Background: an optimization exercise with open tools, aiming at small area, a short achievable clock period and few clock cycles per item. Do not read the settings as production practice.
RTL that was checked went through simulation tests only; none was proved equivalent to the original.
Function not checked in runs 1 to 4: the RTL went through the layout flow alone.
No driver is modelled on the clock port, so clocking that relies on it looks cheaper here than on a real chip.
Power figures rest on the tool's default switching activity, not on a simulated workload.

File: design.v
module ebus_crc8_table (
    input  wire [7:0] index,
    output reg  [7:0] entry
);
  integer k;
  always @(*) begin
    entry = index;
    for (k = 0; k < 8; k = k + 1)
      entry = entry[7] ? ((entry << 1) ^ 8'h9B) : (entry << 1);
  end
endmodule
module ebus_deframer (
    input  wire       clk,
    input  wire       rst,
    input  wire       raw_valid,     
    input  wire [7:0] raw_byte,
    output reg        log_valid,     
    output reg  [7:0] log_byte,
    output reg        log_syn,       
    output reg        log_zero,      
    output reg        log_nack,      
    output reg        log_gt16,      
    output reg        evt_valid,     
    output reg        evt_frm,       
    output reg  [5:0] evt_a_lo,      
    output reg  [7:0] evt_b
);
  reg       pend_valid;
  reg [5:0] pend;
  wire       b7   = raw_byte[7];
  wire       b6   = raw_byte[6];
  wire       cmd1 = (pend[5:2] == 4'd1);
  wire [7:0] x;
  assign x[5:0] = raw_byte[5:0];
  assign x[7:6] = (pend_valid & b7) ? {pend[1] ^ (pend[0] & b6), pend[0] ^ b6}
                                    : raw_byte[7:6];
  always @(posedge clk) begin
    if (rst) begin
      pend_valid <= 1'b0;
      log_valid  <= 1'b0;
      evt_valid  <= 1'b0;
      evt_b      <= 8'h00;
    end else begin
      if (raw_valid) pend_valid <= ~pend_valid & b7 & b6;
      log_valid <= raw_valid & (pend_valid ? (~b7 | cmd1) : ~(b7 & b6));
      evt_valid <= raw_valid & pend_valid & (~b7 | ~cmd1);
      evt_b     <= x;
    end
  end
  always @(posedge clk) begin
    if (!pend_valid) pend <= raw_byte[5:0];
    log_byte <= x;
    log_syn  <= (x == 8'hAA);
    log_zero <= (x == 8'h00);
    log_nack <= (x == 8'hFF);
    log_gt16 <= (x > 8'h10);
    evt_frm  <= ~b7;
    evt_a_lo <= b7 ? {2'b00, pend[5:2]} : pend;
  end
endmodule
module ebus_telegram_fsm (
    input  wire         clk,
    input  wire         rst,
    input  wire         in_valid,      
    input  wire [7:0]   in_byte,
    input  wire         in_syn,        
    input  wire         in_zero,       
    input  wire         in_nack,       
    input  wire         in_gt16,       
    output reg          emit,
    output reg  [7:0]   req_src,
    output reg  [7:0]   req_dest,
    output reg  [7:0]   req_cmd_hi,
    output reg  [7:0]   req_cmd_lo,
    output reg  [4:0]   req_len,
    output wire [127:0] req_payload,
    output reg  [7:0]   req_crc,       
    output reg          has_rsp,       
    output reg  [4:0]   rsp_len,
    output wire [127:0] rsp_payload,
    output reg  [7:0]   rsp_crc,       
    output reg          evt_valid,
    output reg  [1:0]   evt_code,      
    output reg          evt_rsp,
    output reg  [7:0]   evt_a,
    output reg  [7:0]   evt_b
);
  localparam [7:0] BROADCAST = 8'hFE;
  reg s_syn, s_src, s_dest, s_cmdh, s_cmdl, s_len, s_dreq, s_drsp, s_crc, s_ack, s_rsp;
  wire s_data = s_dreq | s_drsp;
  reg [7:0] r_pl [0:15];
  reg [7:0] p_pl [0:15];
  reg [3:0] lo, hreq, hrsp;
  reg [4:0] rem;           
  reg       last;          
  reg       bcast;
  genvar gi;
  generate
    for (gi = 0; gi < 16; gi = gi + 1) begin : g_pl
      assign req_payload[8*gi +: 8] = r_pl[gi];
      assign rsp_payload[8*gi +: 8] = p_pl[gi];
    end
  endgenerate
  wire [7:0] crc_act = has_rsp ? rsp_crc : req_crc;
  wire [7:0] req_tab, rsp_tab;
  ebus_crc8_table u_req_table (.index(req_crc), .entry(req_tab));
  ebus_crc8_table u_rsp_table (.index(rsp_crc), .entry(rsp_tab));
  wire [7:0] req_next = req_tab ^ in_byte;
  wire [7:0] rsp_next = rsp_tab ^ in_byte;
  wire       crc_eq   = has_rsp ? (in_byte == rsp_crc) : (in_byte == req_crc);
  wire       len_one  = (in_byte[4:0] == 5'd1);
  always @(posedge clk) begin
    evt_b       <= in_byte;
    evt_a       <= s_crc ? crc_act : in_byte;
    evt_rsp     <= s_rsp | has_rsp;
    evt_code[1] <= s_crc | s_ack;
    evt_code[0] <= ~s_crc;
  end
  integer i;
  always @(posedge clk) begin
    for (i = 0; i < 16; i = i + 1) begin
      if (hreq[i / 4] && lo[i % 4]) r_pl[i] <= in_byte;
      if (hrsp[i / 4] && lo[i % 4]) p_pl[i] <= in_byte;
    end
  end
  always @(posedge clk) begin
    if (rst) begin
      hreq <= 4'd0;
      hrsp <= 4'd0;
    end else if (in_valid) begin
      if (s_len && !in_gt16) begin
        hreq <= {3'd0, ~in_zero};
        lo   <= 4'b0001;
        rem  <= in_byte[4:0];
        last <= len_one;
      end
      if (s_rsp && !in_syn && !in_gt16) begin
        hrsp <= {3'd0, ~in_zero};
        lo   <= 4'b0001;
        rem  <= in_byte[4:0];
        last <= len_one;
      end
      if (s_data) begin
        lo   <= {lo[2:0], lo[3]};
        rem  <= rem - 5'd1;
        last <= (rem == 5'd2);
      end
      if (s_dreq) hreq <= last ? 4'd0 : (lo[3] ? {hreq[2:0], 1'b0} : hreq);
      if (s_drsp) hrsp <= last ? 4'd0 : (lo[3] ? {hrsp[2:0], 1'b0} : hrsp);
    end
  end
  always @(posedge clk) begin
    if (in_valid) begin
      if (s_src && !in_syn) begin
        req_src <= in_byte;
        req_crc <= in_byte;
        has_rsp <= 1'b0;
      end
      if (s_dest) begin
        req_dest <= in_byte;
        req_crc  <= req_next;
        bcast    <= (in_byte == BROADCAST);
      end
      if (s_cmdh) begin
        req_cmd_hi <= in_byte;
        req_crc    <= req_next;
      end
      if (s_cmdl) begin
        req_cmd_lo <= in_byte;
        req_crc    <= req_next;
      end
      if (s_len && !in_gt16) begin
        req_len   <= in_byte[4:0];
        req_crc   <= req_next;
      end
      if (s_dreq) req_crc <= req_next;
      if (s_drsp) rsp_crc <= rsp_next;
      if (s_rsp && !in_syn && !in_gt16) begin
        rsp_len   <= in_byte[4:0];
        rsp_crc   <= in_byte;
        has_rsp   <= 1'b1;
      end
    end
  end
  always @(posedge clk) begin
    if (rst) begin
      s_syn     <= 1'b1;
      s_src     <= 1'b0;
      s_dest    <= 1'b0;
      s_cmdh    <= 1'b0;
      s_cmdl    <= 1'b0;
      s_len     <= 1'b0;
      s_dreq    <= 1'b0;
      s_drsp    <= 1'b0;
      s_crc     <= 1'b0;
      s_ack     <= 1'b0;
      s_rsp     <= 1'b0;
      emit      <= 1'b0;
      evt_valid <= 1'b0;
    end else begin
      emit      <= in_valid & ((s_ack & in_zero & has_rsp) |
                               (s_ack & in_syn & bcast) |
                               (s_rsp & in_syn));
      evt_valid <= in_valid & ((s_len & in_gt16) |
                               (s_crc & ~crc_eq) |
                               (s_ack & ~in_zero & ~in_nack & ~in_syn) |
                               (s_rsp & ~in_syn & in_gt16));
      if (in_valid) begin
        s_syn  <= (s_syn & ~in_syn) |
                  (s_len & in_gt16) |
                  (s_crc & ~crc_eq) |
                  (s_ack & ~in_syn & ~(in_zero & ~has_rsp)) |
                  (s_rsp & (in_syn | in_gt16));
        s_src  <= ((s_syn | s_src | s_ack) & in_syn);
        s_dest <= s_src & ~in_syn;
        s_cmdh <= s_dest;
        s_cmdl <= s_cmdh;
        s_len  <= s_cmdl;
        s_dreq <= (s_len & ~in_gt16 & ~in_zero) |
                  (s_dreq & ~last);
        s_drsp <= (s_rsp & ~in_syn & ~in_gt16 & ~in_zero) |
                  (s_drsp & ~last);
        s_crc  <= ((s_len | s_rsp) & in_zero) |
                  (s_data & last);
        s_ack  <= s_crc & crc_eq;
        s_rsp  <= s_ack & in_zero & ~has_rsp;
      end
    end
  end
endmodule
module ebus_decoder (
    input  wire         clk,
    input  wire         rst,
    input  wire         in_valid,
    input  wire [7:0]   in_data,
    output wire         in_ready,
    output wire         tel_valid,
    output wire [7:0]   tel_src,
    output wire [7:0]   tel_dest,
    output wire [7:0]   tel_cmd_hi,
    output wire [7:0]   tel_cmd_lo,
    output wire [4:0]   tel_len,
    output wire [127:0] tel_payload,
    output wire [7:0]   tel_crc,
    output wire         tel_has_rsp,
    output wire [4:0]   tel_rsp_len,
    output wire [127:0] tel_rsp_payload,
    output wire [7:0]   tel_rsp_crc,
    output wire         dfr_evt_valid,
    output wire [3:0]   dfr_evt_code,
    output wire [7:0]   dfr_evt_a,
    output wire [7:0]   dfr_evt_b,
    output wire         fsm_evt_valid,
    output wire [3:0]   fsm_evt_code,
    output wire         fsm_evt_rsp,
    output wire [7:0]   fsm_evt_a,
    output wire [7:0]   fsm_evt_b
);
  assign in_ready = 1'b1;
  wire       log_valid;
  wire [7:0] log_byte;
  wire       log_syn, log_zero, log_nack, log_gt16;
  wire       dfr_frm;
  wire [5:0] dfr_a_lo;
  ebus_deframer u_deframer (
      .clk      (clk),
      .rst      (rst),
      .raw_valid(in_valid),
      .raw_byte (in_data),
      .log_valid(log_valid),
      .log_byte (log_byte),
      .log_syn  (log_syn),
      .log_zero (log_zero),
      .log_nack (log_nack),
      .log_gt16 (log_gt16),
      .evt_valid(dfr_evt_valid),
      .evt_frm  (dfr_frm),
      .evt_a_lo (dfr_a_lo),
      .evt_b    (dfr_evt_b)
  );
  assign dfr_evt_code = {2'b00, ~dfr_frm, dfr_frm};
  assign dfr_evt_a    = {dfr_frm, dfr_frm, dfr_a_lo};
  wire [1:0] evt_code;
  ebus_telegram_fsm u_fsm (
      .clk        (clk),
      .rst        (rst),
      .in_valid   (log_valid),
      .in_byte    (log_byte),
      .in_syn     (log_syn),
      .in_zero    (log_zero),
      .in_nack    (log_nack),
      .in_gt16    (log_gt16),
      .emit       (tel_valid),
      .req_src    (tel_src),
      .req_dest   (tel_dest),
      .req_cmd_hi (tel_cmd_hi),
      .req_cmd_lo (tel_cmd_lo),
      .req_len    (tel_len),
      .req_payload(tel_payload),
      .req_crc    (tel_crc),
      .has_rsp    (tel_has_rsp),
      .rsp_len    (tel_rsp_len),
      .rsp_payload(tel_rsp_payload),
      .rsp_crc    (tel_rsp_crc),
      .evt_valid  (fsm_evt_valid),
      .evt_code   (evt_code),
      .evt_rsp    (fsm_evt_rsp),
      .evt_a      (fsm_evt_a),
      .evt_b      (fsm_evt_b)
  );
  assign fsm_evt_code = {1'b0, evt_code[1], ~evt_code[1], evt_code[0]};
endmodule
File: flow/run.sh
#!/bin/bash
# Standard ORFS layout (the standard.sh, standard synthesis unchanged),
# except that:
#  - the port buffers are buf_1 instead of the cell buffer_ports picks;
#  - after CTS the clock tree's root buffer is removed, so the clock port
#    drives the tree's first-level buffers (2 to 4 of them) directly;
#  - after global placement each output port's buffer, and the register
#    driving it, are moved next to the port's pin (detailed placement
#    legalizes them).
set -euo pipefail
export BUFFER_PORTS_ARGS="-buffer_cell sky130_fd_sc_hd__buf_1"
export PRE_CTS_TCL="$PWD/flow/prects.tcl"
export POST_GLOBAL_PLACE_TCL="$PWD/flow/pullff.tcl"
bash standard.sh finish > standard_flow.log 2>&1
File: flow/prects.tcl
# Run before CTS: after clock_tree_synthesis, drop the tree's root buffer
# so that the clock port drives the first-level tree buffers directly.
source [file join [file dirname [info script]] rmroot.tcl]
rename clock_tree_synthesis my_orig_clock_tree_synthesis
proc clock_tree_synthesis {args} {
  my_orig_clock_tree_synthesis {*}$args
  my_remove_clock_root
}
File: flow/pullff.tcl
# After global placement: move each output port's buffer, and the register
# that drives it, to the core edge next to the port's pin, so that both the
# register-to-buffer and the buffer-to-pin wires are short. Detailed
# placement then legalizes the moved cells.
proc my_pull_output_regs {} {
  set blk [ord::get_db_block]
  set core [$blk getCoreArea]
  set cx0 [$core xMin]; set cy0 [$core yMin]
  set cx1 [$core xMax]; set cy1 [$core yMax]
  set moved 0
  foreach bt [$blk getBTerms] {
    if {[$bt getIoType] ne "OUTPUT"} continue
    set net [$bt getNet]
    if {$net eq "NULL"} continue
    set buf ""
    foreach it [$net getITerms] {
      if {[$it getIoType] eq "OUTPUT"} { set buf [$it getInst] }
    }
    if {$buf eq ""} continue
    set bb [$bt getBBox]
    set px [expr {([$bb xMin] + [$bb xMax]) / 2}]
    set py [expr {([$bb yMin] + [$bb yMax]) / 2}]
    set px [expr {min(max($px, $cx0), $cx1 - 2000)}]
    set py [expr {min(max($py, $cy0), $cy1 - 2720)}]
    $buf setLocation $px $py
    set a [$buf findITerm A]
    if {$a eq "NULL"} continue
    set inet [$a getNet]
    if {$inet eq "NULL"} continue
    set drv ""
    foreach it [$inet getITerms] {
      if {[$it getIoType] eq "OUTPUT"} { set drv [$it getInst] }
    }
    if {$drv eq ""} continue
    if {![string match "*dfxtp*" [[$drv getMaster] getName]]} continue
    $drv setLocation $px $py
    incr moved
  }
  puts "my_pull_output_regs: moved $moved registers"
}
my_pull_output_regs
File: flow/rmroot.tcl
proc my_remove_clock_root {} {
  set blk [ord::get_db_block]
  foreach inst [$blk getInsts] {
    set m [[$inst getMaster] getName]
    if {![string match "sky130_fd_sc_hd__clkbuf_*" $m]} continue
    set a [$inst findITerm A]
    set inet [$a getNet]
    if {$inet eq "NULL" || [$inet getName] ne "clk"} continue
    set onet [[$inst findITerm X] getNet]
    set loads {}
    foreach it [$onet getITerms] {
      if {[$it getInst] ne $inst} { lappend loads $it }
    }
    if {[llength $loads] > 4 || [llength [$inet getITerms]] != 1} {
      puts "my_remove_clock_root: keeping [$inst getName] ([llength $loads] loads)"
      continue
    }
    foreach it $loads { $it disconnect; $it connect $inet }
    puts "my_remove_clock_root: removed [$inst getName], port now drives [llength $loads] buffers"
    odb::dbInst_destroy $inst
    odb::dbNet_destroy $onet
  }
}
File: standard.sh
#!/bin/bash
# synth_recipe.tcl (not shown) runs the flow's synth.tcl, then flattens the netlist and writes it again
# the make line also repeats each setting of config.mk as NAME=value (left out here)
make -C /OpenROAD-flow-scripts/flow DESIGN_CONFIG=/design/flow/config.mk WORK_HOME=/design/flow/orfs CLKGATE_MAP_FILE= SYNTH_SCRIPT=/design/flow/synth_recipe.tcl "${@:-finish}"
File: config.mk
export PLATFORM = sky130hd
export DESIGN_NAME = ebus_decoder
export DESIGN_NICKNAME = ebus_decoder
export VERILOG_FILES = /design/flow/design.v
export SDC_FILE = /design/flow/constraint.sdc
export NUM_CORES = 4
export LEC_CHECK = 0
export CAP_MARGIN = 20
export CORE_MARGIN = 2
export CORE_UTILIZATION = 40
export CTS_CLUSTER_DIAMETER = 80
export CTS_CLUSTER_SIZE = 30
export PLACE_DENSITY = 0.45
export SETUP_SLACK_MARGIN = 2.9
export SLEW_MARGIN = 20
File: constraint.sdc
create_clock -name core_clock -period 5.0 [get_ports {clk}]
set_input_delay 1.0000 -clock core_clock [delete_from_list [all_inputs] [get_ports {clk}]]
set_output_delay 1.0000 -clock core_clock [all_outputs]
set_load 0.01 [all_outputs]
==> results of run 1 <==
-- power by group --
part	internal, W	switching [W]	leakage (nW)	total (W)
clock	0.000727	0.000990	0.263	0.00172
combinational	0.0000414	0.000120	1.32	0.000161
sequential	0.00365	0.0000272	3.57	0.00368
total	0.00442	0.00114	5.16	0.00555
-- worst min path at each step --
stage / start / depth (start not counted) / end / slack (ps)
after floorplan: u_fsm.s_src / 2 / u_fsm.s_src / 430
after global placement: u_fsm.s_src / 2 / u_fsm.s_src / 450
after detailed placement: u_fsm.s_src / 2 / u_fsm.s_src / 450
after CTS: u_fsm.s_src / 2 / u_fsm.s_src / 470
after global routing: u_fsm.s_src / 2 / u_fsm.s_src / 480
final: u_fsm.s_src / 2 / u_fsm.s_src / 470
-- per-stage QoR --
stage	instances	setup WS [ps]	power [W]	utilization (%)
detailed placement	1533	2580	0.00391	46.0
CTS	1570	2900	0.00559	47.8
floorplan	737	3070	0.00383	-
finish	1582	2930	0.00555	48.1
global route	1582	2900	0.00572	48.1
global placement	1533	2630	0.00391	46.0
-- final cells by class --
type	count	area, µm²	area share [%]
Clock inverter	6	101	0.634
Clock buffer	25	455	2.85
Inverter	13	48.8	0.305
Sequential cell	402	11400	71.1
Tap cell	448	561	3.50
Multi-Input combinational cell	295	1870	11.7
Timing Repair Buffer	393	1580	9.86
-- layer usage --
metal	GRT usage, %	up-vias	share of wire, %
li1	-	3418	-
met1	25.1	3705	43
met2	31.1	379	50
met3	2.35	43	5.4
met4	4.33	0	1.8
met5	0	-	0
-- cell usage after synthesis (all sizes together) --
cell type / instances / area, µm²
xor2: 17 / 149
or2: 4 / 25.0
nand3: 6 / 30.0
dfxtp: 70 / 1400
ha: 3 / 37.5
a311oi: 1 / 8.76
xnor2: 37 / 324
inv: 13 / 48.8
edfxtp: 332 / 9970
conb: 2 / 7.51
clkbuf: 15 / 57.6
and2: 41 / 257
nand2: 25 / 93.8
a22oi: 4 / 30.0
nor2b: 11 / 68.8
a22o: 1 / 8.76
nor2: 48 / 180
o211a: 1 / 10.0
o221ai: 1 / 8.76
o31ai: 1 / 12.5
o211ai: 1 / 7.51
nor4b: 1 / 8.76
mux2i: 9 / 93.8
a21o: 1 / 8.76
a21oi: 33 / 165
nand2b: 11 / 68.8
mux2: 5 / 56.3
nor3b: 1 / 7.51
nand4b: 3 / 26.3
buf: 12 / 81.3
and3b: 1 / 8.76
nor3: 6 / 30.0
o21ai: 9 / 45.0
nand4: 2 / 12.5
nor4: 5 / 43.8
a211oi: 2 / 15.0
-- cell families (layout without fill, tap and decap cells) --
family / Yosys count / in the layout / synth area share, %
other: 2 / 4 / 0.0560
muxes: 14 / 14 / 1.12
xor gates and xnor gates: 54 / 54 / 3.53
adders and majority gates: 3 / 3 / 0.280
and+or+nand+nor: 165 / 165 / 6.42
AOI/OAI and AO/OA: 55 / 55 / 2.39
DFF: 402 / 402 / 84.8
buffers and inverters: 40 / 437 / 1.40
-- registers in the layout, indices dropped and copies added (netlist names), 2 cells and up --
name	flops
u_fsm.req_cmd_hi	8
u_fsm.rsp_crc	8
u_fsm.lo	4
u_fsm.evt_code	2
u_fsm.req_src	8
u_deframer.pend	6
u_fsm.evt_b	8
u_fsm.req_crc	8
u_deframer.evt_a_lo	6
u_deframer.evt_b	8
u_fsm.hreq	4
u_fsm.r_pl	128
u_deframer.log_byte	8
u_fsm.req_cmd_lo	8
u_fsm.req_len	5
u_fsm.evt_a	8
u_fsm.p_pl	128
u_fsm.rsp_len	5
u_fsm.req_dest	8
u_fsm.rem	5
u_fsm.hrsp	4
-- what timing repair did --
item | in CTS | in global routing
resized for setup | 3 | 3
pin swaps | 0 | 0
setup endpoints to repair | 22 | 29
endpoints found under the hold margin | 0 | 0
setup buffers | 6 | 12
==> key figures, run 1 <==
Status
  • Status: timing/DRC/antenna clean

Clock network
  • CTS tree: done
  • CTS sink cnt: between 400 and 500
  • TritonCTS buffer count: 18
  • Worst-Skew Late Latency: around 410 ps
  • Hold_buf cts: 0
  • Clock edge transition at the registers on the reported setup and hold paths: approximately 100 ps

Final layout
  • Nets: between 1000 and 1500
  • Commonest non-fill, non-tap cells in the layout: buf_1, edfxtp_1, dfxtp_1
  • P&R area growth vs syn: 19.3%
  • Fillers: 2772
  • Most common cell after layout, fill and taps aside: buf_1
  • # diodes: 0
  • Share of layout cells above drive strength 1: 6.79%
  • Final instance area: about 16000 µm²

GRT
  • Antenna violations before repair: 0
  • Global-route usage over all layers: a little under a fifth
  • Largest net degree at the start of global routing: 47
  • Grt ovf: 0
  • Global-route wire length before repair: between 40 and 50 mm
  • Vias in the first global route: roughly 7300

Routing
  • Vias per cell: around 4.8
  • Post-route antenna net violation count: 0
  • Pre-Repair DR Iteration Count: 5
  • Vias: 7545
  • DR WL/cell: 21.0 µm
  • WL final: approximately 33 mm
  • DRC: 0
  • Initial DRC count: between 400 and 500

Hold path
  • Hold Path Class: flop to flop

Critical path
  • R2r endpoint: u_fsm.s_ack
  • Crit end category: output port
  • FF-to-FF Start: u_deframer.log_byte[0]
  • CP startpoint: u_fsm.req_crc[1]
  • CP bufs+invs: 1
  • WS Path Type: flop to output port
  • Critical Path Start Type: flop
  • Worst-path cell chain: buf_1
  • Crit path to: tel_crc[1]
  • FF-to-FF setup slack: 3030 ps
  • R2R depth: 5
  • WP depth: 1
  • Critical path required time: ~4000 ps
  • WP data arrival: roughly 1100 ps
  • Delay of the slowest critical-path stage: ~500 ps
  • Slowest cell on the critical path: edfxtp_1
  • Critical path peak fanout: 4
  • Delay-heaviest family, CP: flip-flops

STA
  • Worst Tran Pin Value: around 770 ps
  • Setup Skew: 25.4 ps
  • Relative slew margins: 48.8%
  • Tcrit/Tclk final: 41.3%
  • Fin. max-slew vios: 0
  • Fin Hold WS: 467 ps
  • Setup Viol. Count Final: 0
  • Endpoints failing hold: 0
  • RSZ-0062 raised after global routing: no
  • Tmin final: about 2100 ps
  • TNS Setup: 0 ps
  • Max Freq: approximately 0.48 GHz

Power
  • VDD IR max: between 200 and 300 µV
  • P per Cell Area: 347 nW/µm²
  • Leak Pwr: ~5.2 nW

Synthesis
  • Sequential area share after synthesis: between 80 and 90%
  • Yosys cell types: 42
  • Ys Warns: 5
  • Cell Area, Synth: 13400 µm²
  • Yosys reg bits: 402
  • Syn avg cell area: 18.2 µm²
  • Synth Instances: 735

Floorplanning
  • Area of the die: approximately 35000 µm²
  • I/O Pins: between 300 and 400
  • Placement row count: 67
  • DIE HEIGHT: 187 µm
  • Die Wd: between 150 and 200 µm
  • Initial Util: between 40% and 50%
  • Area of the core: roughly 33000 µm²

Place
  • Placed instance area: ~15000 µm²
  • Port bufs: roughly 370
  • Post-DP HPWL: ~21 mm

Flow run
  • Max Cap Violations: 0
==> inputs of run 2 (changes only) <==
--- a/flow/run.sh
+++ b/flow/run.sh
@@ -7,5 +7,6 @@
 #  - after global placement each output port's buffer, and the register
 #    driving it, are moved next to the port's pin (detailed placement
-#    legalizes them).
+#    legalizes them); a register that also drives other loads gets a
+#    buffer next to it in front of those loads.
 set -euo pipefail
 export BUFFER_PORTS_ARGS="-buffer_cell sky130_fd_sc_hd__buf_1"
--- a/flow/pullff.tcl
+++ b/flow/pullff.tcl
@@ -40,2 +40,40 @@
 }
 my_pull_output_regs
+# For each register that drives an output port's buffer and also other
+# loads, put a buffer next to the register in front of those other loads,
+# so the register itself sees two short wires.
+proc my_isolate_output_regs {} {
+  set blk [ord::get_db_block]
+  set n 0
+  foreach bt [$blk getBTerms] {
+    if {[$bt getIoType] ne "OUTPUT"} continue
+    set net [$bt getNet]
+    if {$net eq "NULL"} continue
+    set buf ""
+    foreach it [$net getITerms] {
+      if {[$it getIoType] eq "OUTPUT"} { set buf [$it getInst] }
+    }
+    if {$buf eq ""} continue
+    set a [$buf findITerm A]
+    if {$a eq "NULL"} continue
+    set inet [$a getNet]
+    if {$inet eq "NULL"} continue
+    set drv ""
+    set others {}
+    foreach it [$inet getITerms] {
+      if {[$it getIoType] eq "OUTPUT"} { set drv [$it getInst]; continue }
+      if {[$it getInst] ne $buf} {
+        lappend others "[[$it getInst] getName]/[[$it getMTerm] getName]"
+      }
+    }
+    if {$drv eq "" || [llength $others] == 0} continue
+    if {![string match "*dfxtp*" [[$drv getMaster] getName]]} continue
+    set loc [$drv getLocation]
+    set x [expr {[lindex $loc 0] / 1000.0}]
+    set y [expr {[lindex $loc 1] / 1000.0}]
+    insert_buffer -buffer_cell sky130_fd_sc_hd__buf_2 -load_pins [get_pins $others] -location [list $x $y]
+    incr n
+  }
+  puts "my_isolate_output_regs: buffered $n registers"
+}
+my_isolate_output_regs
==> run 2 against run 1 <==
Net effect: routed wire length down 0.56%; register-to-register slack hardly changed; cell count rose by 0.13%; worst setup slack better by 33 ps; fmax increased by 1.6%; global-route usage about the same; synthesized area did not move; cell area is 0.27% lower; clock power is 3% lower; highest routed layer unchanged.
==> key figures, run 2 <==
Synthesis
  • Cell Area, Synth: 13400 µm² (unchanged)
  • Post-synth EDFFs: 332 (unchanged)
  • Ys Warns: 5 (unchanged)
  • Synth top area share: 74.4% (unchanged)
  • Cell taking the most area after synthesis: edfxtp_1
  • Synth top area cells: edfxtp_1, dfxtp_1, xnor2_1, and2_1, nor2_1
  • Synth Instances: 735 (unchanged)
  • Top cell types by occurrence after synthesis: edfxtp_1, dfxtp_1, nor2_1, and2_1, xnor2_1
  • Sequential area share after synthesis: 84.8% (unchanged)
  • Ys flop type: edfxtp_1
  • Fraction of registers with async set/reset: 0% (unchanged)
  • Most common cell in the netlist: edfxtp_1
  • Syn avg cell area: 18.2 µm² (unchanged)
  • Yosys reg bits: 402 (unchanged)
  • Yosys cell types: 42 (unchanged)

Critical path
  • Worst-path cell chain: buf_2, inv_1, buf_1
  • CP bufs+invs: 3 (+2)
  • WS Path Type: flop to output port
  • Critical path required time: 4000 ps (about the same)
  • Critical Path Start Type: flop
  • Delay of the slowest critical-path stage: 330 ps (-170 ps)
  • Delay-heaviest family, CP: flip-flops
  • Critical path peak fanout: 2 (-2)
  • Crit end category: output port
  • WP data arrival: 1030 ps (-40 ps)
  • Slowest cell on the critical path: dfxtp_1

Hold path
  • Hold Path Class: flop to flop

Routing
  • Vias: 7564 (+0.25%)
  • DRC: 0 (unchanged)
  • WL final: 33.1 mm (-0.56%)
  • Initial DRC count: 513 (+16%)
  • Post-route antenna net violation count: 0 (unchanged)
  • Vias per cell: 4.78 (+0.13%)
  • DR WL/cell: 20.9 µm (-0.69%)
  • Pre-Repair DR Iteration Count: 5 (unchanged)

STA
  • Relative slew margins: 49.0% (+0.11 points)
  • Endpoints failing hold: 0 (unchanged)
  • TNS Setup: 0 ps (unchanged)
  • Tcrit/Tclk final: 40.7% (-0.67 points)
  • Fin. max-slew vios: 0 (unchanged)
  • Final Worst Setup Slack: 2970 ps (+33.5 ps)
  • RSZ-0062 raised after global routing: no
  • Tmin final: 2030 ps (-33.5 ps)
  • Setup Viol. Count Final: 0 (unchanged)
  • Setup Skew: 39.6 ps (+14.2 ps)
  • Worst Tran Pin Value: 766 ps (-1.66 ps)
  • Max Freq: 0.492 GHz (+1.6%)

Final layout
  • # diodes: 0 (unchanged)
  • P&R area growth vs syn: 19.0%
  • Final core occ: 47.9% (-0.13 points)
  • Nets: 1138 (+0.18%)
  • Most common cell after layout, fill and taps aside: buf_1
  • Post-route insts no fill: 1584 (+0.13%)
  • Largest regs: u_fsm.p_pl x128, u_fsm.r_pl x128
  • Commonest non-fill, non-tap cells in the layout: buf_1, edfxtp_1, dfxtp_1
  • Share of layout cells above drive strength 1: 7.04% (+0.25 points)

Power
  • Int Power: 0.00439 W (-0.66%)
  • Leak Pwr: 5.15 nW (about the same)
  • Clock power frac: 30.3% (-0.6 points)
  • P per Cell Area: 345 nW/µm² (-0.57%)
  • VDD IR max: 263 µV (-9.8%)
  • Logic pwr share: 3.0% (about the same)
  • Switching power: 0.00112 W (-1.6%)
  • Sequential share of power: 66.7% (+0.5 points)
  • Switching Fraction: 20.3% (-0.15 points)

GRT
  • Antenna violations before repair: 0 (unchanged)
  • Global-route usage over all layers: 18.3% (+0.038 points)
  • M1 GR Usage: 25.1% (about the same)
  • Largest net degree at the start of global routing: 47 (unchanged)
  • Met3 usage: 2.35% (unchanged)
  • Vias in the first global route: 7233 (-1.4%)
  • Grt ovf: 0 (unchanged)
  • Global-route wire length before repair: 47.7 mm (+0.14%)
  • GRT Max-Usage Layer: met2
  • M2 GR Usage: 31.6% (+0.53 points)

Floorplanning
  • Area of the core: 33300 µm² (unchanged)
  • Die Wd: 187 µm (unchanged)
  • Initial Util: 40.3% (unchanged)
  • I/O Pins: 371 (unchanged)
  • Placement row count: 67 (unchanged)
  • DIE HEIGHT: 187 µm (unchanged)
  • Area of the die: 35000 µm² (unchanged)

Clock network
  • Clock edge transition at the registers on the reported setup and hold paths: 110 ps (about the same)
  • Hold_buf cts: 0 (unchanged)
  • CTS sink cnt: 402 (unchanged)
  • CTS tree: done
  • TritonCTS buffer count: 18 (unchanged)
  • Worst-Skew Late Latency: 420 ps (about the same)

Place
  • Post-DP HPWL: 21.2 mm (-0.36%)
  • Place WS: 2590 ps (+2.26 ps)
  • DP Cell Count: 1552 (+1.2%)
  • Port bufs: 366 (unchanged)

Status
  • Status: timing/DRC/antenna clean

Flow run
  • Max Cap Violations: 0 (unchanged)
run 2: cells by family (layout without fill, tap and decap cells):
| kind of cell | Yosys count | in the layout | share of synthesized area [%] |
|---|---|---|---|
| flops | 402 | 402 | 84.8 |
| mux | 14 | 14 | 1.12 |
| xor+xnor | 54 | 54 | 3.53 |
| other cells | 2 | 4 | 0.0560 |
| simple gates | 165 | 165 | 6.42 |
| fa+ha+maj | 3 | 3 | 0.280 |
| compound gates | 55 | 55 | 2.39 |
| buf+inv | 40 | 439 | 1.40 |
run 2: metrics by stage:
stage	total power (W)	cell area, µm²	hold slack (ps)
after global routing	0.00568	16000	479
final	0.00551	16000	465
after global placement	0.00391	15300	452
after detailed placement	0.00391	15400	451
after CTS	0.00554	15900	469
after floorplan	0.00383	13400	434
run 2: cell type report, clock buffers not listed:
cell class | instances | area [µm²]
fill | 2762 | 17300
sequential | 402 | 11400
multi-input combinational | 295 | 1870
timing repair buffer | 395 | 1550
tap | 448 | 561
clock inverter | 7 | 70.1
inverter | 13 | 48.8
run 2: path summary, 6_finish.rpt:
check	from	end	slack, ps	depth (start not counted)
min reg2reg	u_fsm.s_src	u_fsm.s_src	470	2
max	u_fsm.evt_code[1]	fsm_evt_code[1]	2970	3
min	u_fsm.s_src	u_fsm.s_src	470	2
max reg2reg	u_deframer.log_byte[0]	u_fsm.evt_valid	3020	5
run 2: metal layers:
metal / share of wire, % / up-vias / routed length (µm)
li1: - / 3426 / -
met1: 43 / 3736 / 14100
met2: 50 / 367 / 16600
met3: 5.6 / 35 / 1850
met4: 1.5 / 0 / 482
met5: 0 / - / 0
run 2: power groups by stage:
stage               Clock [W]  Sequential [W]  Combinational, W
floorplan                   0         0.00376         0.0000633
CTS                   0.00170         0.00368          0.000165
finish                0.00167         0.00367          0.000163
global route          0.00183         0.00368          0.000177
detailed placement          0         0.00375          0.000163
global placement            0         0.00375          0.000161
run 2: worst register-to-register path, stage by stage (launching register included):
cell and delay [ps]:
dfxtp_2 330, buf_4 550, xnor2_1 190, nor4_2 500, a21o_2 230, a21oi_1 70
run 2: timing repair:
action | in CTS | in global routing
endpoints found under the setup margin | 12 | 26
buffers inserted | 0 | 1
resized for setup | 2 | 5
==> inputs of run 3 (changes only) <==
--- a/config.mk
+++ b/config.mk
@@ -8,5 +8,5 @@
 export CAP_MARGIN = 20
 export CORE_MARGIN = 2
-export CORE_UTILIZATION = 40
+export CORE_UTILIZATION = 30
 export CTS_CLUSTER_DIAMETER = 80
 export CTS_CLUSTER_SIZE = 30
==> run 3 against run 2 <==
Net effect: flip-flop and latch count did not move; total power increased by 8.1%; via count up 0.57%; sequential share of layout area is 2.0 points lower; critical path depth up 1; routed wire length increased by 6.0%; worst setup slack got worse by 40 ps; fmax is 1.9% lower; largest cell class unchanged; die area is 33% higher; cell area is 2.9% higher.
==> key figures, run 3 <==
Status
  • Status: timing/DRC/antenna clean

STA
  • Tcrit/Tclk final: 41.5% (+0.79 points)
  • Relative slew margins: 41.4% (-7.6 points)
  • Endpoints failing hold: 0 (unchanged)
  • Fin. max-slew vios: 0 (unchanged)
  • Max Freq: 0.482 GHz (-1.9%)
  • Tmin final: 2070 ps (+39.5 ps)
  • Setup Skew: 32.0 ps (-7.56 ps)
  • Setup Viol. Count Final: 0 (unchanged)
  • RSZ-0062 raised after global routing: yes
  • TNS Setup: 0 ps (unchanged)
  • Worst Tran Pin Value: 873 ps (+108 ps)

Synthesis
  • Synth Instances: 735 (unchanged)
  • Ys flop type: edfxtp_1
  • Cell taking the most area after synthesis: edfxtp_1
  • Yosys reg bits: 402 (unchanged)
  • Synth top area cells: edfxtp_1, dfxtp_1, xnor2_1, and2_1, nor2_1
  • Syn avg cell area: 18.2 µm² (unchanged)
  • Yosys cell types: 42 (unchanged)
  • Fraction of registers with async set/reset: 0% (unchanged)
  • Top cell types by occurrence after synthesis: edfxtp_1, dfxtp_1, nor2_1, and2_1, xnor2_1
  • Cell Area, Synth: 13400 µm² (unchanged)
  • Most common cell in the netlist: edfxtp_1
  • Ys Warns: 5 (unchanged)
  • Post-synth EDFFs: 332 (unchanged)
  • Synth top area share: 74.4% (unchanged)
  • Sequential area share after synthesis: 84.8% (unchanged)

GRT
  • Met3 usage: 2.14% (-0.20 points)
  • Antenna violations before repair: 1 (+1)
  • Global-route usage over all layers: 14.5% (-3.8 points)
  • Grt ovf: 0 (unchanged)
  • M2 GR Usage: 24.2% (-7.4 points)
  • Global-route wire length before repair: 49.9 mm (+4.6%)
  • Vias in the first global route: 7398 (+2.3%)
  • Largest net degree at the start of global routing: 47 (unchanged)
  • GRT Max-Usage Layer: met2
  • M1 GR Usage: 20.1% (-5.0 points)

Critical path
  • Delay-heaviest family, CP: compound AO/OA/AOI/OAI gates
  • Critical path peak fanout: 8 (+6)
  • WS Path Type: flop to flop
  • Worst-path cell chain: nor2b_1, nor2_1, and2_1, o21ai_1
  • WP depth: 4 (+1)
  • R2R depth: 4 (-1)
  • Delay of the slowest critical-path stage: 690 ps (+360 ps)
  • CP startpoint: u_fsm.s_len
  • Crit path to: u_fsm.req_crc[4]
  • Critical path required time: 5060 ps (+1060 ps)
  • CP bufs+invs: 0 (-3)
  • R2r endpoint: u_fsm.req_crc[4]
  • FF-to-FF Start: u_fsm.s_len
  • Critical Path Start Type: flop
  • FF-to-FF setup slack: 2930 ps (-90 ps)
  • Slowest cell on the critical path: o21ai_1
  • Crit end category: flop
  • WP data arrival: 2130 ps (+1100 ps)

Clock network
  • CTS tree: done
  • TritonCTS buffer count: 23 (+5)
  • Clock edge transition at the registers on the reported setup and hold paths: 110 ps (about the same)
  • CTS sink cnt: 402 (unchanged)
  • Worst-Skew Late Latency: 430 ps (about the same)

Floorplanning
  • Area of the core: 44100 µm² (+33%)
  • I/O Pins: 371 (unchanged)
  • DIE HEIGHT: 215 µm (+15%)
  • Die Wd: 215 µm (+15%)
  • Placement row count: 77 (+15%)
  • Initial Util: 30.4% (-9.9 points)
  • Area of the die: 46400 µm² (+33%)

Routing
  • Pre-Repair DR Iteration Count: 5 (unchanged)
  • Initial DRC count: 567 (+11%)
  • DRC: 0 (unchanged)
  • DR WL/cell: 20.2 µm (-3.4%)
  • Vias per cell: 4.38 (-8.3%)
  • Post-route antenna net violation count: 0 (unchanged)
  • Vias: 7607 (+0.57%)
  • WL final: 35.1 mm (+6.0%)

Final layout
  • Largest regs: u_fsm.p_pl x128, u_fsm.r_pl x128
  • Most common cell after layout, fill and taps aside: buf_1
  • Nets: 1143 (+0.44%)
  • Commonest non-fill, non-tap cells in the layout: buf_1, edfxtp_1, dfxtp_1
  • P&R area growth vs syn: 22.5%
  • Post-route insts no fill: 1738 (+9.7%)
  • Share of layout cells above drive strength 1: 8.29% (+1.2 points)
  • # diodes: 0 (unchanged)

Hold path
  • Hold Crit Start: u_fsm.s_src
  • Hold Path Class: flop to flop

Place
  • Port bufs: 366 (unchanged)
  • DP Cell Count: 1696 (+9.3%)
  • Post-DP HPWL: 22.8 mm (+7.7%)

Power
  • Leak Pwr: 5.29 nW (+2.6%)
  • VDD IR max: 236 µV (-10%)
  • P per Cell Area: 363 nW/µm² (+5.1%)

Flow run
  • Max Cap Violations: 0 (unchanged)
[run 3: cell types whose count changed in the layout (fill, tap and decap cells not counted), moves of 2 or more]
cell,delta
buf_1,-4
inv_16,+2
clkbuf_16,+4
clkbuf_2,+4
clkinv_16,+4
[run 3: logic make-up (layout without fill, tap and decap cells)]
group                      after synthesis  count (layout)  share of synthesized area (%)
and+or+nand+nor                        165             165                           6.42
other                                    2               4                         0.0560
xor gates and xnor gates                54              54                           3.53
DFF                                    402             402                           84.8
buffers and inverters                   40             449                           1.40
muxes                                   14              14                           1.12
AOI/OAI and AO/OA                       55              55                           2.39
adders and majority gates                3               3                          0.280
[run 3: through the flow]
stage / util, % / power [W] / hold WS, ps / setup slack (ps) / cell area (µm²)
3_5_place_dp: 35.3 / 0.00392 / 450 / 2580 / 15600
3_3_place_gp: 35.1 / 0.00391 / 449 / 2630 / 15500
6_report: 37.2 / 0.00595 / 462 / 2930 / 16400
5_1_grt: 37.2 / 0.00615 / 489 / 2720 / 16400
2_1_floorplan: - / 0.00383 / 434 / 3070 / 13400
4_1_cts: 37.2 / 0.00601 / 466 / 2920 / 16400
[run 3: layout make-up, clock buffers not listed]
class	instances	area, µm²
inverters	13	48.8
multi-input cells	295	1870
clock inverters	13	241
fillers	4090	27700
flip-flops and latches	402	11400
repair buffers	395	1550
well taps	592	741
[run 3: worst register-to-register path, stage by stage (launching register included)]
cell     delay (ps)
dfxtp_1         400
nor2b_1         320
nor2_1          110
and2_1          180
o21ai_1         690
[run 3: power breakdown]
part / leakage [nW] / total, W / switching (W) / internal [W]
Sequential: 3.57 / 0.00368 / 0.0000289 / 0.00365
Clock: 0.389 / 0.00212 / 0.00118 / 0.000934
Combinational: 1.33 / 0.000159 / 0.000117 / 0.0000422
Total: 5.29 / 0.00595 / 0.00133 / 0.00462
[run 3: worst min-delay path by stage]
stage                  endpoint  slack (ps)  cells past startpoint
detailed placement  u_fsm.s_src         450                      2
floorplan           u_fsm.s_src         430                      2
global placement    u_fsm.s_src         450                      2
CTS                 u_fsm.s_src         470                      2
global route        u_fsm.s_src         490                      2
finish              u_fsm.s_src         460                      2
[run 3: what timing repair did]
action / CTS / global route
pin swaps: 0 / 0
endpoints found under the setup margin: 7 / 28
buffers inserted: 0 / 1
hold buffers: 0 / 0
resized for setup: 2 / 8
[run 3: per-layer routing]
| metal | up-vias | wire (µm) |
|---|---|---|
| li1 | 3439 | - |
| met1 | 3762 | 15400 |
| met2 | 369 | 17000 |
| met3 | 37 | 2060 |
| met4 | 0 | 515 |
| met5 | - | 0 |
==> inputs of run 4 (changes only) <==
--- a/flow/run.sh
+++ b/flow/run.sh
@@ -9,7 +9,10 @@
 #    legalizes them); a register that also drives other loads gets a
 #    buffer next to it in front of those loads.
+#  - pins are kept at least 1.8 um apart, which spreads them along the
+#    die edges and leaves room for the registers moved next to them.
 set -euo pipefail
 export BUFFER_PORTS_ARGS="-buffer_cell sky130_fd_sc_hd__buf_1"
 export PRE_CTS_TCL="$PWD/flow/prects.tcl"
 export POST_GLOBAL_PLACE_TCL="$PWD/flow/pullff.tcl"
+export PLACE_PINS_ARGS="-min_distance 1.8"
 bash standard.sh finish > standard_flow.log 2>&1
--- a/config.mk
+++ b/config.mk
@@ -8,5 +8,5 @@
 export CAP_MARGIN = 20
 export CORE_MARGIN = 2
-export CORE_UTILIZATION = 30
+export CORE_UTILIZATION = 40
 export CTS_CLUSTER_DIAMETER = 80
 export CTS_CLUSTER_SIZE = 30
==> run 4 against run 3 <==
Net effect: global-route usage up 5.7 points; first-iteration DRC count up 8.3%; largest power group unchanged; routed wire length rose by 3.2%; clock power fell by 18%; critical path depth fell by 3; die area down 25%.
==> key figures, run 4 <==
Critical path
  • Crit end category: output port
  • WP data arrival: 1030 ps (-1100 ps)
  • Worst-path cell chain: buf_1
  • CP startpoint: u_fsm.has_rsp
  • Critical path peak fanout: 2 (-6)
  • WP depth: 1 (-3)
  • R2R depth: 4 (unchanged)
  • Delay-heaviest family, CP: flip-flops
  • FF-to-FF Start: u_fsm.s_rsp
  • Critical Path Start Type: flop
  • Slowest cell on the critical path: edfxtp_1
  • Critical path required time: 4000 ps (-1060 ps)
  • CP bufs+invs: 1 (+1)
  • Delay of the slowest critical-path stage: 470 ps (-220 ps)
  • WS Path Type: flop to output port

GRT
  • Vias in the first global route: 7326 (-0.97%)
  • Grt ovf: 0 (unchanged)
  • Global-route wire length before repair: 51.3 mm (+2.9%)
  • Global-route usage over all layers: 20.1% (+5.7 points)
  • Antenna violations before repair: 1 (unchanged)
  • Largest net degree at the start of global routing: 47 (unchanged)

Hold path
  • WHS Path Cells: 2 (unchanged)
  • Hold Crit Start: u_fsm.s_src
  • Hold Path Class: flop to flop

Synthesis
  • Synth top area cells: edfxtp_1, dfxtp_1, xnor2_1, and2_1, nor2_1
  • Cell taking the most area after synthesis: edfxtp_1
  • Sequential area share after synthesis: 84.8% (unchanged)
  • Ys Warns: 5 (unchanged)
  • Most common cell in the netlist: edfxtp_1
  • Fraction of registers with async set/reset: 0% (unchanged)
  • Ys flop type: edfxtp_1
  • Yosys reg bits: 402 (unchanged)
  • Top cell types by occurrence after synthesis: edfxtp_1, dfxtp_1, nor2_1, and2_1, xnor2_1
  • Synth Instances: 735 (unchanged)
  • Synth top area share: 74.4% (unchanged)
  • Syn avg cell area: 18.2 µm² (unchanged)
  • Yosys cell types: 42 (unchanged)
  • Cell Area, Synth: 13400 µm² (unchanged)
  • Post-synth EDFFs: 332 (unchanged)

STA
  • Fin Hold WS: 464 ps (+1.85 ps)
  • Setup Skew: 25.9 ps (-6.18 ps)
  • Fin. max-slew vios: 0 (unchanged)
  • Worst Tran Pin Value: 693 ps (-180 ps)
  • Final Worst Setup Slack: 2970 ps (+42.4 ps)
  • TNS Setup: 0 ps (unchanged)
  • RSZ-0062 raised after global routing: yes
  • Max Freq: 0.492 GHz (+2.1%)
  • Relative slew margins: 53.7% (+12 points)
  • Tcrit/Tclk final: 40.6% (-0.85 points)
  • Endpoints failing hold: 0 (unchanged)
  • Tmin final: 2030 ps (-42.4 ps)
  • Setup Viol. Count Final: 0 (unchanged)

Clock network
  • CTS sink cnt: 402 (unchanged)
  • CTS tree: done
  • Clock edge transition at the registers on the reported setup and hold paths: 100 ps (about the same)
  • Worst-Skew Late Latency: 400 ps (-30 ps)
  • TritonCTS buffer count: 19 (-17%)
  • Hold_buf cts: 0 (unchanged)

Place
  • Post-DP HPWL: 23.1 mm (+1.5%)
  • DP Cell Count: 1553 (-8.4%)
  • Port bufs: 366 (unchanged)
  • Place WS: 2680 ps (+101 ps)

Routing
  • Post-route antenna net violation count: 0 (unchanged)
  • Top Layer Used: met4
  • Vias per cell: 4.83 (+10%)
  • WL final: 36.2 mm (+3.2%)
  • DRC: 0 (unchanged)
  • DR WL/cell: 22.8 µm (+13%)
  • Vias: 7658 (+0.67%)
  • Routed wl met3: 2.21 mm (+7.5%)
  • M1 WL: 17.1 mm (+10%)
  • Initial DRC count: 614 (+8.3%)
  • Pre-Repair DR Iteration Count: 5 (unchanged)
  • DR WL met2: 16.6 mm (-2.8%)

Final layout
  • Commonest non-fill, non-tap cells in the layout: buf_1, edfxtp_1, dfxtp_1
  • Nets: 1140 (-0.26%)
  • Post-route insts no fill: 1586 (-8.7%)
  • Most common cell after layout, fill and taps aside: buf_1
  • Share of layout cells above drive strength 1: 7.12% (-1.2 points)
  • Largest regs: u_fsm.p_pl x128, u_fsm.r_pl x128
  • # diodes: 0 (unchanged)
  • P&R area growth vs syn: 19.3%
  • Fillers: 2855 (-30%)

Power
  • Leak Pwr: 5.17 nW (-2.2%)
  • P per Cell Area: 350 nW/µm² (-3.6%)
  • VDD IR max: 248 µV (+5.0%)
  • Overall power: 0.00559 W (-6.1%)

Floorplanning
  • I/O Pins: 371 (unchanged)
  • DIE HEIGHT: 187 µm (-13%)
  • Initial Util: 40.3% (+9.9 points)
  • Area of the die: 35000 µm² (-25%)
  • Die Wd: 187 µm (-13%)
  • Area of the core: 33300 µm² (-25%)
  • Placement row count: 67 (-13%)

Status
  • Status: timing/DRC/antenna clean

Flow run
  • Max Cap Violations: 0 (unchanged)
-- run 4: kinds of logic after synthesis --
| kind of cell | share of synthesized area, % |
|---|---|
| AOI/OAI and AO/OA | 2.39 |
| xor gates and xnor gates | 3.53 |
| adders and majority gates | 0.280 |
| buffers and inverters | 1.40 |
| DFF | 84.8 |
| muxes | 1.12 |
| other | 0.0560 |
| and+or+nand+nor | 6.42 |
-- run 4: path summary, 6_finish.rpt --
path / endpoint / slack, ps
setup / recovery: tel_has_rsp / 2970
hold / removal: u_fsm.s_src / 460
setup reg to reg: u_fsm.rem[4] / 3070
hold reg to reg: u_fsm.s_src / 460
-- run 4: tightest hold or removal path, stage by stage (launching register included) --
cell and delay (ps):
dfxtp_1 320, inv_1 50, a211oi_1 50
-- run 4: per-stage QoR --
stage          instance area [µm²]  util (%)
3_5_place_dp                 15400      46.3
4_1_cts                      16000      48.0
6_report                     16000      48.1
5_1_grt                      16000      48.1
3_3_place_gp                 15300      46.0
2_1_floorplan                13400         -
-- run 4: area by class of cell, clock buffers not listed --
cell class	count	area, µm²	area share (%)
Inverter	13	48.8	0.305
Tap cell	448	561	3.50
Timing Repair Buffer	396	1560	9.77
Clock inverter	5	82.6	0.516
Sequential cell	402	11400	71.2
Multi-Input combinational cell	295	1870	11.7
-- run 4: timing repair --
action,in CTS,in global routing
setup endpoints to repair,8,26
pin swaps,0,0
resized for setup,3,7
buffers inserted,0,1
-- run 4: routing by layer --
metal,vias up,track usage (%)
li1,3433,-
met1,3848,31.4
met2,350,31.4
met3,27,2.55
met4,0,2.29
met5,-,0
-- run 4: where the power goes --
| group | internal (W) | switching (W) |
|---|---|---|
| logic | 0.0000425 | 0.000127 |
| registers | 0.00365 | 0.0000291 |
| clock network | 0.000726 | 0.00102 |
==> inputs of run 5 (changes only) <==
--- a/design.v
+++ b/design.v
@@ -91,6 +91,5 @@
   reg [7:0] r_pl [0:15];
   reg [7:0] p_pl [0:15];
-  reg [3:0] lo, hreq, hrsp;
-  reg [4:0] rem;           
+  reg [3:0] idx;           
   reg       last;          
   reg       bcast;
@@ -109,4 +108,7 @@
   wire [7:0] rsp_next = rsp_tab ^ in_byte;
   wire       crc_eq   = has_rsp ? (in_byte == rsp_crc) : (in_byte == req_crc);
+  wire [4:0] act_len  = s_drsp ? rsp_len : req_len;
+  wire [4:0] idx_inc  = {1'b0, idx} + 5'd1;
+  wire [4:0] idx_inc2 = {1'b0, idx} + 5'd2;
   wire       len_one  = (in_byte[4:0] == 5'd1);
   always @(posedge clk) begin
@@ -120,32 +122,6 @@
   always @(posedge clk) begin
     for (i = 0; i < 16; i = i + 1) begin
-      if (hreq[i / 4] && lo[i % 4]) r_pl[i] <= in_byte;
-      if (hrsp[i / 4] && lo[i % 4]) p_pl[i] <= in_byte;
-    end
-  end
-  always @(posedge clk) begin
-    if (rst) begin
-      hreq <= 4'd0;
-      hrsp <= 4'd0;
-    end else if (in_valid) begin
-      if (s_len && !in_gt16) begin
-        hreq <= {3'd0, ~in_zero};
-        lo   <= 4'b0001;
-        rem  <= in_byte[4:0];
-        last <= len_one;
-      end
-      if (s_rsp && !in_syn && !in_gt16) begin
-        hrsp <= {3'd0, ~in_zero};
-        lo   <= 4'b0001;
-        rem  <= in_byte[4:0];
-        last <= len_one;
-      end
-      if (s_data) begin
-        lo   <= {lo[2:0], lo[3]};
-        rem  <= rem - 5'd1;
-        last <= (rem == 5'd2);
-      end
-      if (s_dreq) hreq <= last ? 4'd0 : (lo[3] ? {hreq[2:0], 1'b0} : hreq);
-      if (s_drsp) hrsp <= last ? 4'd0 : (lo[3] ? {hrsp[2:0], 1'b0} : hrsp);
+      if (s_dreq && idx == i[3:0]) r_pl[i] <= in_byte;
+      if (s_drsp && idx == i[3:0]) p_pl[i] <= in_byte;
     end
   end
@@ -173,11 +149,19 @@
         req_len   <= in_byte[4:0];
         req_crc   <= req_next;
+        idx       <= 4'd0;
+        last      <= len_one;
       end
       if (s_dreq) req_crc <= req_next;
       if (s_drsp) rsp_crc <= rsp_next;
+      if (s_data) begin
+        idx  <= idx_inc[3:0];
+        last <= (idx_inc2 == act_len);
+      end
       if (s_rsp && !in_syn && !in_gt16) begin
         rsp_len   <= in_byte[4:0];
         rsp_crc   <= in_byte;
         has_rsp   <= 1'b1;
+        idx       <= 4'd0;
+        last      <= len_one;
       end
     end
==> run 5 against run 4 <==
Net effect: worst setup slack got worse by 110 ps; flip-flop and latch count fell by 13; synthesized cell count fell by 4.5%; die area fell by 3.2%; worst hold slack improved by 2.3 ps; total power fell by 2.7%; combinational power barely moved; global-route usage rose by 1.1 points.
==> key figures, run 5 <==
Status
  • Status: timing/DRC/antenna clean

STA
  • Max Freq: 0.468 GHz (-5.0%)
  • Worst Tran Pin Value: 854 ps (+160 ps)
  • Fin. max-slew vios: 0 (unchanged)
  • Endpoints failing hold: 0 (unchanged)
  • Relative slew margins: 42.9% (-11 points)
  • Fin Hold WS: 467 ps (+2.33 ps)
  • Setup Viol. Count Final: 0 (unchanged)
  • Setup Skew: 29.2 ps (+3.36 ps)
  • Tmin final: 2140 ps (+106 ps)
  • Tcrit/Tclk final: 42.7% (+2.1 points)
  • RSZ-0062 raised after global routing: yes
  • TNS Setup: 0 ps (unchanged)

Final layout
  • Largest regs: u_fsm.p_pl x128, u_fsm.r_pl x128
  • Share of layout cells above drive strength 1: 10.9% (+3.8 points)
  • Most common cell after layout, fill and taps aside: buf_1
  • Post-route insts no fill: 1520 (-4.2%)
  • # diodes: 0 (unchanged)
  • Nets: 1127 (-1.1%)
  • Final instance area: 15800 µm² (-1.5%)
  • P&R area growth vs syn: 21.5%
  • Commonest non-fill, non-tap cells in the layout: buf_1, edfxtp_1, nor2_1

Routing
  • Post-route antenna net violation count: 0 (unchanged)
  • Routed wl met3: 2.24 mm (+1.3%)
  • DR WL met2: 17.7 mm (+6.6%)
  • Initial DRC count: 594 (-3.3%)
  • DRC: 0 (unchanged)
  • WL final: 37.2 mm (+2.7%)
  • DR WL/cell: 24.5 µm (+7.2%)
  • Pre-Repair DR Iteration Count: 5 (unchanged)
  • Top Layer Used: met4
  • Vias per cell: 5.02 (+3.9%)
  • Vias: 7626 (-0.42%)
  • M1 WL: 16.4 mm (-3.9%)

Floorplanning
  • Area of the core: 31700 µm² (-4.7%)
  • Initial Util: 40.9% (+0.61 points)
  • Die Wd: 184 µm (-1.6%)
  • I/O Pins: 371 (unchanged)
  • Placement row count: 65 (-3.0%)
  • Area of the die: 33900 µm² (-3.2%)
  • DIE HEIGHT: 184 µm (-1.6%)

Critical path
  • Critical Path Start Type: flop
  • Crit end category: output port
  • Delay-heaviest family, CP: flip-flops
  • Critical path required time: 4000 ps (about the same)
  • Critical path peak fanout: 2 (unchanged)
  • Worst-path cell chain: buf_4, buf_1
  • Slowest cell on the critical path: edfxtp_1
  • CP bufs+invs: 2 (+1)
  • WP data arrival: 1140 ps (+110 ps)
  • Delay of the slowest critical-path stage: 450 ps (-20 ps)
  • WS Path Type: flop to output port

GRT
  • Global-route wire length before repair: 51.1 mm (-0.53%)
  • Grt ovf: 0 (unchanged)
  • Global-route usage over all layers: 21.2% (+1.1 points)
  • Vias in the first global route: 7495 (+2.3%)
  • Largest net degree at the start of global routing: 45 (-4.3%)
  • Antenna violations before repair: 0 (-1)

Synthesis
  • Cell taking the most area after synthesis: edfxtp_1
  • Post-synth EDFFs: 327 (-1.5%)
  • Top cell types by occurrence after synthesis: edfxtp_1, nor2_1, dfxtp_1, xnor2_1, nand2_1
  • Fraction of registers with async set/reset: 0% (unchanged)
  • Sequential area share after synthesis: 85.3% (+0.45 points)
  • Post-synthesis compound-gate area fraction: 1.79% (-0.59 points)
  • Yosys cell types: 44 (+4.8%)
  • Post-Synth XOR/XNOR Area: 4.09% (+0.56 points)
  • Multiplexer share of the synthesized area: 1.61% (+0.49 points)
  • Ys Warns: 5 (unchanged)
  • Syn avg cell area: 18.5 µm² (+1.3%)
  • Post-synthesis adder-cell area fraction: 0.579% (+0.30 points)
  • Ys flop type: edfxtp_1
  • Synth Instances: 702 (-4.5%)
  • Synth top area cells: edfxtp_1, dfxtp_1, xnor2_1, nor2_1, xor2_1
  • Synth Area in Simple Gates: 5.15% (-1.3 points)
  • Synth top area share: 75.7% (+1.3 points)
  • Cell Area, Synth: 13000 µm² (-3.2%)
  • Yosys reg bits: 389 (-3.2%)
  • Largest family of logic cells by synthesized area: simple AND/OR/NAND/NOR gates
  • Most common cell in the netlist: edfxtp_1

Clock network
  • Clock edge transition at the registers on the reported setup and hold paths: 100 ps (about the same)
  • CTS sink cnt: 389 (-3.2%)
  • TritonCTS buffer count: 18 (-1)
  • Hold_buf cts: 0 (unchanged)
  • Worst-Skew Late Latency: 400 ps (about the same)
  • CTS tree: done

Place
  • Post-DP HPWL: 24.7 mm (+6.9%)
  • Placed instance area: 14900 µm² (-2.9%)
  • Port bufs: 366 (unchanged)
  • DP Cell Count: 1483 (-4.5%)

Power
  • Overall power: 0.00544 W (-2.7%)
  • P per Cell Area: 345 nW/µm² (-1.3%)
  • Leak Pwr: 5.08 nW (-1.9%)
  • VDD IR max: 356 µV (+43%)

Flow run
  • Max Cap Violations: 0 (unchanged)

Hold path
  • Hold Path Class: flop to flop
## run 5: metrics by stage
step	util [%]	worst slack, ps
detailed placement	47.1	2610
floorplan	-	2950
CTS	49.1	2810
global placement	46.7	2620
global route	49.7	2830
finish	49.7	2860
## run 5: where the power goes
part,leakage (nW),switching [W],internal (W)
registers,3.47,0.0000305,0.00354
logic,1.34,0.000127,0.0000445
clock network,0.272,0.000950,0.000748
## run 5: worst reg2reg max path, cell delays in order (launching register included)
cell      delay (ps)
edfxtp_1         450
buf_2            210
xnor2_2          200
xnor3_2          400
buf_4            150
xnor2_1          120
nor2_1           160
xor2_2           250
## run 5: cells by family (layout without fill, tap and decap cells)
| family | after synthesis | in the layout |
|---|---|---|
| flops | 389 | 389 |
| simple gates | 146 | 146 |
| xor+xnor | 59 | 59 |
| buf+inv | 41 | 455 |
| compound gates | 39 | 39 |
| mux | 20 | 20 |
| fa+ha+maj | 6 | 6 |
| other cells | 2 | 4 |
## run 5: layout make-up, clock buffers not listed
cell class,count,area [µm²]
Clock inverter,5,104
Fill cell,2597,16000
Inverter,14,60.1
Multi-Input combinational cell,274,1860
Sequential cell,389,11100
Tap cell,402,503
Timing Repair Buffer,414,1690
## run 5: final timing paths
| check | from | end | slack [ps] | cells after the start |
|---|---|---|---|---|
| worst max-delay path | u_fsm.rsp_crc[5] | tel_rsp_crc[5] | 2860 | 2 |
| worst min-delay path | u_fsm.s_src | u_fsm.s_src | 470 | 2 |
| worst max register to register | u_fsm.rsp_crc[6] | u_fsm.rsp_crc[3] | 2870 | 7 |
| worst min register to register | u_fsm.s_src | u_fsm.s_src | 470 | 2 |
## run 5: repair_timing
action	4_1_cts	5_1_grt
endpoints found under the setup margin	123	95
pin swaps	1	4
resized for setup	18	30
setup buffers	0	10
## run 5: metal layers
layer | up-vias | GRT usage (%)
met1 | 3871 | 30.2
met2 | 372 | 34.6
met5 | - | 0
li1 | 3343 | -
met4 | 0 | 5.47
met3 | 40 | 3.01
Testbench counts of run 5, summed over its fixed seeds: cycles 13,828, bytes 13,812.
==> inputs of run 6 (changes only) <==
--- a/flow/run.sh
+++ b/flow/run.sh
@@ -9,10 +9,7 @@
 #    legalizes them); a register that also drives other loads gets a
 #    buffer next to it in front of those loads.
-#  - pins are kept at least 1.8 um apart, which spreads them along the
-#    die edges and leaves room for the registers moved next to them.
 set -euo pipefail
 export BUFFER_PORTS_ARGS="-buffer_cell sky130_fd_sc_hd__buf_1"
 export PRE_CTS_TCL="$PWD/flow/prects.tcl"
 export POST_GLOBAL_PLACE_TCL="$PWD/flow/pullff.tcl"
-export PLACE_PINS_ARGS="-min_distance 1.8"
 bash standard.sh finish > standard_flow.log 2>&1
==> run 6 against run 5 <==
Net effect: global-route usage decreased by 2.4 points; worst hold slack improved by 0.95 ps; synthesized cell count did not move; largest power group unchanged; cell count down 0.59%; largest cell class unchanged; combinational power decreased by 8%; still clean on timing, DRC and antenna.
==> key figures, run 6 <==
Routing
  • Pre-Repair DR Iteration Count: 4 (-1)
  • Vias: 7397 (-3.0%)
  • DRC: 0 (unchanged)
  • DR WL/cell: 21.8 µm (-11%)
  • Initial DRC count: 457 (-23%)
  • WL final: 33.0 mm (-11%)
  • Vias per cell: 4.90 (-2.4%)
  • Post-route antenna net violation count: 0 (unchanged)

Floorplanning
  • Placement row count: 65 (unchanged)
  • I/O Pins: 371 (unchanged)
  • Initial Util: 40.9% (unchanged)
  • Area of the die: 33900 µm² (unchanged)
  • Die Wd: 184 µm (unchanged)
  • Area of the core: 31700 µm² (unchanged)
  • DIE HEIGHT: 184 µm (unchanged)

STA
  • Max Freq: 0.496 GHz (+6.1%)
  • RSZ-0062 raised after global routing: yes
  • Setup Skew: 21.4 ps (-7.83 ps)
  • TNS Setup: 0 ps (unchanged)
  • Tcrit/Tclk final: 40.3% (-2.5 points)
  • Worst Tran Pin Value: 820 ps (-33.4 ps)
  • Endpoints failing hold: 0 (unchanged)
  • Setup Viol. Count Final: 0 (unchanged)
  • Relative slew margins: 45.1% (+2.2 points)
  • Fin. max-slew vios: 0 (unchanged)
  • Tmin final: 2010 ps (-123 ps)

Power
  • Logic pwr share: 3.0% (-0.2 points)
  • Switching power: 0.00106 W (-4.6%)
  • Leak Pwr: 5.02 nW (-1.2%)
  • P per Cell Area: 343 nW/µm² (-0.64%)
  • Sequential share of power: 66.8% (+1.2 points)
  • Int Power: 0.00427 W (-1.3%)
  • VDD IR max: 268 µV (-25%)
  • Clock power frac: 30.2% (-1.0 points)
  • Switching Fraction: 19.8% (-0.55 points)

GRT
  • Antenna violations before repair: 0 (unchanged)
  • Largest net degree at the start of global routing: 45 (unchanged)
  • Global-route usage over all layers: 18.8% (-2.4 points)
  • Grt ovf: 0 (unchanged)
  • Global-route wire length before repair: 46.9 mm (-8.1%)
  • Vias in the first global route: 7308 (-2.5%)

Critical path
  • WP data arrival: 2120 ps (+980 ps)
  • Critical Path Start Type: flop
  • CP most frequent cell: xnor2_1
  • Critical path peak fanout: 3 (+1)
  • Delay of the slowest critical-path stage: 490 ps (+40 ps)
  • FF-to-FF setup slack: 2990 ps (+120 ps)
  • Critical path required time: 5110 ps (+1110 ps)
  • Worst-path cell chain: buf_2, xnor2_2, xnor3_1, xnor2_1, nand2_1, xnor2_1
  • WS Path Type: flop to flop
  • CP startpoint: u_fsm.rsp_crc[1]
  • FF-to-FF Start: u_fsm.rsp_crc[1]
  • Slowest cell on the critical path: xnor3_1
  • Crit end category: flop

Hold path
  • Hold Path Class: flop to flop
  • Hold Crit Start: u_fsm.s_src

Synthesis
  • Ys Warns: 5 (unchanged)
  • Most common cell in the netlist: edfxtp_1
  • Post-synth EDFFs: 327 (unchanged)
  • Cell taking the most area after synthesis: edfxtp_1
  • Synth top area share: 75.7% (unchanged)
  • Top cell types by occurrence after synthesis: edfxtp_1, nor2_1, dfxtp_1, xnor2_1, nand2_1
  • Sequential area share after synthesis: 85.3% (unchanged)
  • Syn avg cell area: 18.5 µm² (unchanged)
  • Fraction of registers with async set/reset: 0% (unchanged)
  • Synth top area cells: edfxtp_1, dfxtp_1, xnor2_1, nor2_1, xor2_1
  • Cell Area, Synth: 13000 µm² (unchanged)
  • Synth Instances: 702 (unchanged)
  • Yosys cell types: 44 (unchanged)
  • Yosys reg bits: 389 (unchanged)
  • Ys flop type: edfxtp_1

Final layout
  • Fillers: 2617 (+0.77%)
  • Nets: 1117 (-0.89%)
  • Final instance area: 15500 µm² (-1.3%)
  • Most common cell after layout, fill and taps aside: buf_1
  • # diodes: 0 (unchanged)
  • P&R area growth vs syn: 19.8%
  • Largest regs: u_fsm.p_pl x128, u_fsm.r_pl x128
  • Register area: 11100 µm² (about the same)
  • Share of layout cells above drive strength 1: 8.66% (-2.3 points)
  • Area taken by multi-input logic gates: 1780 µm² (-4.4%)
  • Commonest non-fill, non-tap cells in the layout: buf_1, edfxtp_1, nor2_1
  • Final core occ: 49.0% (-0.67 points)

Clock network
  • Hold_buf cts: 0 (unchanged)
  • CTS tree: done
  • CTS sink cnt: 389 (unchanged)
  • Worst-Skew Late Latency: 390 ps (about the same)
  • Post-CTS setup buffer count: 0 (unchanged)
  • Clock edge transition at the registers on the reported setup and hold paths: 90 ps (about the same)
  • TritonCTS buffer count: 18 (unchanged)

Status
  • Status: timing/DRC/antenna clean

Place
  • Post-DP HPWL: 22.3 mm (-9.9%)
  • Port bufs: 366 (unchanged)
  • Placed instance area: 14900 µm² (unchanged)

Flow run
  • Max Cap Violations: 0 (unchanged)
run 6: layout make-up, clock buffers not listed:
| type | instances | share of cell area, % |
|---|---|---|
| inverter | 14 | 0.338 |
| sequential | 389 | 71.2 |
| timing repair buffer | 404 | 10.2 |
| tap | 402 | 3.24 |
| multi-input combinational | 274 | 11.4 |
| clock inverter | 5 | 0.475 |
run 6: per-stage QoR:
stage	worst slack, ps	hold WS, ps	cells	power [W]
finish	2990	467	1511	0.00533
global placement	2560	450	1454	0.00380
floorplan	2950	371	704	0.00371
CTS	2910	464	1511	0.00539
detailed placement	2540	446	1483	0.00380
global route	2870	480	1511	0.00550
run 6: path summary, 6_finish.rpt:
check	endpoint	cells past startpoint
worst max-delay path	u_fsm.rsp_crc[0]	6
worst min-delay path	u_fsm.s_src	2
worst max register to register	u_fsm.rsp_crc[0]	6
worst min register to register	u_fsm.s_src	2
run 6: cell families after synthesis:
logic type	Yosys count	synth area share, %
other	2	0.0579
AOI/OAI and AO/OA	39	1.79
DFF	389	85.3
adders and majority gates	6	0.579
buffers and inverters	41	1.46
xor gates and xnor gates	59	4.09
and+or+nand+nor	146	5.15
muxes	20	1.61
run 6: metal layers:
| metal | wire (µm) | vias to the layer above | GRT usage, % | part of all wire [%] |
|---|---|---|---|---|
| met5 | 0 | - | 0 | 0 |
| met4 | 691 | 0 | 4.80 | 2.1 |
| met3 | 1940 | 48 | 2.61 | 5.9 |
| met2 | 16700 | 362 | 33.3 | 51 |
| met1 | 13700 | 3669 | 24.5 | 41 |
| li1 | - | 3318 | - | - |
run 6: power by group through the flow:
stage / registers (W) / clock network [W] / logic, W
2_1_floorplan: 0.00365 / 0 / 0.0000588
5_1_grt: 0.00357 / 0.00176 / 0.000173
6_report: 0.00356 / 0.00161 / 0.000159
3_5_place_dp: 0.00364 / 0 / 0.000160
3_3_place_gp: 0.00364 / 0 / 0.000160
4_1_cts: 0.00356 / 0.00167 / 0.000162
run 6: what timing repair did:
action                                  CTS  global route
hold endpoints to repair                  0             0
gates resized for setup                   4            17
endpoints found under the setup margin   66            84
run 6: critical path, delay by kind of cell, from the launching register on:
kind	cells	cell delay, ps
buffers and inverters	1	180
AND/OR/NAND/NOR	1	100
XOR/XNOR	4	1040
flip-flops	1	420

## port drivers added, routing unchanged
How much do the figures lean on ideal ports? The routed layouts below were timed once more, with nothing changed but the port constraints.
Step 1 assumes that a clkbuf_16 drives the clock port and a buf_2 every other input.
Step 2 times the ports against the registers' clock, not the clock port: input delays grow and output delays shrink by t, the midpoint of the rising clock arrivals with the driver on.
Three values: ideal ports, drivers, drivers and shift; two values: the first two.
run	t, ns	slack for setup (ns)	worst slew at a driven data input, ns	pins driven straight from the clock port
run 1	0.458	2.933 / 2.872 / 2.699	0.04	2
run 2	0.457	2.966 / 2.906 / 2.641	0.04	2
run 3	0.480	2.927 / 2.917 / 2.731	0.03	2
run 4	0.444	2.969 / 2.912 / 2.685	0.03	2
run 5	0.458	2.863 / 2.796 / 2.651	0.04	2
run 6	0.440	2.986 / 2.926 / 2.635	0.03	2
After both steps setup and hold are still met in every run listed. The setup slack of run 6, which loses most, moves by -0.060 ns with the drivers and by -0.351 ns with both steps.
